This is an optimization exercise on Yosys and OpenROAD, whose aim is small area, not a production implementation.
Function was checked by simulation only, so behaviour that the tests miss may differ from the original.

// rd_dds
module rd_dds (
  input  wire        clk,
  input  wire        rst,           
  input  wire [31:0] cmd,
  input  wire        cmd_valid,
  output wire        cmd_ready,
  input  wire        tick,
  input  wire        dial_active,
  input  wire        pulse,
  input  wire        db_release,
  input  wire        sf_inhibit,
  input  wire [1:0]  map_policy,
  output wire [7:0]  sample,
  output wire        out_en,
  output wire        busy,
  output wire [4:0]  digit,
  output wire        digit_valid,
  output wire        sf_arm,
  output wire        sf_cancel
);
Size in the first run: ~61 I/O pins, ~4200 µm² of cells after synthesis.
==> module rd_dds_engine, before the edit <==
module rd_dds_engine (
  input  wire        clk,
  input  wire        rst,
  input  wire [31:0] cmd,
  input  wire        cmd_valid,
  output wire        cmd_ready,
  input  wire        tick,
  output wire [7:0]  sample,
  output wire        out_en,
  output wire        busy
);
  reg [9:0]  ph_a, ph_b;
  reg        ph_zero;
  reg [4:0]  code;
  reg [19:0] rem;
  reg        hb;
  wire active = |rem;
  assign busy      = active;
  assign out_en    = active;
  assign cmd_ready = ~active;
  wire       cmd_take = cmd_valid & ~active;
  wire       cmd_init = cmd_take & (cmd == 32'h1000_0000);
  wire       cmd_tone = cmd_take & (cmd[31:21] == 11'b0010_0000_000);
  wire [4:0] sym      = cmd[20:16];
  wire [19:0] tone_len = (sym[4:3] == 2'b11 && sym[2:0] >= 3'd5) ? 20'd0 :
                         (sym[4:3] == 2'b11 && sym[2:0] >= 3'd3) ? 20'd32 :
                         {cmd[15:0], 4'b0000};
  wire       do_tick = tick & active;
  wire [7:0] step_a, step_b;
  wire       has_next;
  wire [4:0] next_code;
  rd_dds_steps u_steps (.code(code), .step_a(step_a), .step_b(step_b),
                        .has_next(has_next), .next_code(next_code));
  wire       restart = ph_zero & do_tick;
  wire [9:0] base_a  = restart ? 10'd4 : ph_a;
  wire [9:0] base_b  = restart ? 10'd4 : ph_b;
  wire [9:0] ph_a_n  = base_a + {2'b00, step_a & {8{do_tick}}};
  wire [9:0] ph_b_n  = base_b + {2'b00, step_b & {8{do_tick}}};
  wire       last = (rem == 20'd1);
  wire [19:0] rem_dec = rem - 20'd1;
  wire [19:0] rem_run = do_tick ? (rem_dec | {14'd0, last & has_next, 5'd0}) : rem;
  always @(posedge clk) begin
    if (rst) begin
      ph_zero <= 1'b1;
      rem     <= 20'd0;
    end else begin
      rem     <= rem_run | (cmd_tone ? tone_len : 20'd0);
      if (cmd_init)
        ph_zero <= 1'b1;
      if (cmd_tone)
        code    <= sym;
      if (do_tick) begin
        ph_zero <= 1'b0;
        hb      <= (step_b != 8'd0);
        if (last)
          code  <= next_code;
      end
    end
  end
  always @(posedge clk) begin
    ph_a <= ph_a_n;
    ph_b <= ph_b_n;
  end
  wire [6:0] amp_a, amp_b;
  rd_dds_sine   u_sine_a (.idx(ph_a[9:3]), .amp(amp_a));
  rd_dds_sine34 u_sine_b (.idx(ph_b[9:3]), .amp(amp_b));
  assign sample = {1'b0, amp_a} + {1'b0, amp_b & {7{hb}}};
endmodule
==> flow/config.mk <==
export PLATFORM = sky130hd
export DESIGN_NAME = rd_dds
export DESIGN_NICKNAME = rd_dds
export VERILOG_FILES = /design/flow/design.v
export SDC_FILE = /design/flow/constraint.sdc
export NUM_CORES = 4
export LEC_CHECK = 0
export CAP_MARGIN = 20
export CORE_MARGIN = 2
export CORE_UTILIZATION = 40
export PLACE_DENSITY = 0.6
export SLEW_MARGIN = 20
==> flow/constraint.sdc <==
create_clock -name core_clock -period 10.0 [get_ports {clk}]
set_input_delay 2.0000 -clock core_clock [delete_from_list [all_inputs] [get_ports {clk}]]
set_output_delay 2.0000 -clock core_clock [all_outputs]
set_load 0.01 [all_outputs]
standard.sh (not shown) runs the stock make flow with config.mk's settings and CLKGATE_MAP_FILE= SYNTH_SCRIPT=/design/flow/synth_recipe.tcl, a recipe that flattens the netlist after the stock synthesis.
==> flow/flow/run.sh <==
#!/bin/bash
# Own layout flow:
#   1. the standard synthesis (standard.sh synth), unchanged;
#   2. its combinational cells remapped for area with yosys + ABC (four runs
#      with different ABC seeds, the smallest kept); every flip-flop instance
#      is kept as the standard synthesis made it;
#   3. the standard layout (standard.sh) from the remapped netlist, with
#      buf_1 port buffers and a clock tree of clkbuf_4 without dummy loads.
# Each tool writes its full output to a log file in this folder.
set -euo pipefail
W=$(pwd)
R=$W/orfs/results/$FLOW_PLATFORM/rd_dds/base
LIB=$FLOW_HOME/platforms/$FLOW_PLATFORM/lib/sky130_fd_sc_hd__tt_025C_1v80.lib
YOSYS=$FLOW_HOME/../tools/install/yosys/bin/yosys

bash standard.sh synth > 1_standard_synth.log 2>&1
cp "$R/1_2_yosys.v" "$W/1_2_yosys_standard.v"

# liberty of the combinational cells the standard netlist uses (read as logic)
CELLS=$(grep -oE 'sky130_fd_sc_hd__[a-z0-9_]+' "$W/1_2_yosys_standard.v" | sort -u |
        grep -vE '__(df|edf|sdf|dl|sdl|conb)' || true)
python3 flow/libsub.py "$LIB" $CELLS > "$W/comb.lib"
# liberty ABC maps to: plain combinational cells only
python3 flow/libsub.py "$LIB" --map > "$W/map.lib"

for s in 1 2 3 4; do
  mkdir -p "$W/remap$s"
  sed -e "s#@S@#$s#g" flow/area.abc > "$W/remap$s/area.abc"
  sed -e "s#@LIB@#$LIB#g" -e "s#@W@#$W#g" -e "s#@D@#$W/remap$s#g" flow/reopt.ys > "$W/remap$s/reopt.ys"
  "$YOSYS" -s "$W/remap$s/reopt.ys" > "2_yosys_remap$s.log" 2>&1 &
done
wait
best=""; best_area=""
for s in 1 2 3 4; do
  a=$(awk '/Chip area/ {print $NF}' "$W/remap$s/after.txt" 2>/dev/null || true)
  [[ -n "$a" && -f "$W/remap$s/1_2_yosys.v" ]] || continue
  if [[ -z "$best" ]] || awk -v a="$a" -v b="$best_area" 'BEGIN{exit !(a < b)}'; then
    best=$s; best_area=$a
  fi
done
echo "remap runs: best $best, area $best_area" > 2_remap_choice.log
cp "$W/remap$best/1_2_yosys.v" "$R/1_2_yosys.v"

export BUFFER_PORTS_ARGS="-buffer_cell sky130_fd_sc_hd__buf_1"
export CTS_ARGS="-sink_clustering_enable -repair_clock_nets -dont_use_dummy_load -buf_list sky130_fd_sc_hd__clkbuf_4 -root_buf sky130_fd_sc_hd__clkbuf_4"
bash standard.sh > 3_standard_layout.log 2>&1
Other scripts of this flow, unchanged in this note and not shown: flow/flow/area.abc, flow/flow/libsub.py, flow/flow/reopt.ys
Edit:
--- a/flow/design.v
+++ b/flow/design.v
@@ -379,15 +379,14 @@
   wire [7:0] step_a, step_b;
   wire       has_next;
   wire [4:0] next_code;
   rd_dds_steps u_steps (.code(code), .step_a(step_a), .step_b(step_b),
                         .has_next(has_next), .next_code(next_code));
-  wire       restart = ph_zero & do_tick;
-  wire [9:0] base_a  = restart ? 10'd4 : ph_a;
-  wire [9:0] base_b  = restart ? 10'd4 : ph_b;
-  wire [9:0] ph_a_n  = base_a + {2'b00, step_a & {8{do_tick}}};
-  wire [9:0] ph_b_n  = base_b + {2'b00, step_b & {8{do_tick}}};
+  wire [9:0] base_a = ph_zero ? 10'd4 : ph_a;
+  wire [9:0] base_b = ph_zero ? 10'd4 : ph_b;
+  wire [9:0] ph_a_n = base_a + {2'b00, step_a};
+  wire [9:0] ph_b_n = base_b + {2'b00, step_b};
   wire       last = (rem == 20'd1);
   wire [19:0] rem_dec = rem - 20'd1;
   wire [19:0] rem_run = do_tick ? (rem_dec | {14'd0, last & has_next, 5'd0}) : rem;
   always @(posedge clk) begin
     if (rst) begin
@@ -399,20 +398,18 @@
         ph_zero <= 1'b1;
       if (cmd_tone)
         code    <= sym;
       if (do_tick) begin
         ph_zero <= 1'b0;
+        ph_a    <= ph_a_n;
+        ph_b    <= ph_b_n;
         hb      <= (step_b != 8'd0);
         if (last)
           code  <= next_code;
       end
     end
   end
-  always @(posedge clk) begin
-    ph_a <= ph_a_n;
-    ph_b <= ph_b_n;
-  end
   wire [6:0] amp_a, amp_b;
   rd_dds_sine   u_sine_a (.idx(ph_a[9:3]), .amp(amp_a));
   rd_dds_sine34 u_sine_b (.idx(ph_b[9:3]), .amp(amp_b));
   assign sample = {1'b0, amp_a} + {1'b0, amp_b & {7{hb}}};
 endmodule
The new run finished clean.
Worst setup slack improved by 0.41 ns.
Critical path depth fell by 2.
Fmax rose by a few percent.
Routed wire length stays flat.
Clock skew fell by 0.031 ns.
Final area rose by a few percent.
Hold slack improved by 0.027 ns.
Final cell count fell slightly.
Clock-buffer cell count is unchanged.

[port drivers added, routing unchanged]
In the flow no input, the clock included, has a driving cell. The finished layouts below were timed again as built, in two steps.
Step 1 sets driving cells, clkbuf_16 on the clock port and buf_2 on the other inputs (assumed; they add their load-dependent delay and slew).
Step 2 moves the port delays by t, midway between the first and last clock arrival at a register: inputs arrive t later, outputs are due t later. That takes back most of the time a late clock gives input paths.
a / b / c = no drivers / after step 1 / after step 2; a / b = the first two.
run	t, ns	setup slack, ns	cell pins on the clock port's net
the first run	0.445	2.449 / 2.418 / 2.754	1
the second run	0.428	2.864 / 2.835 / 3.264	1
After both steps setup and hold are still met in every run listed.
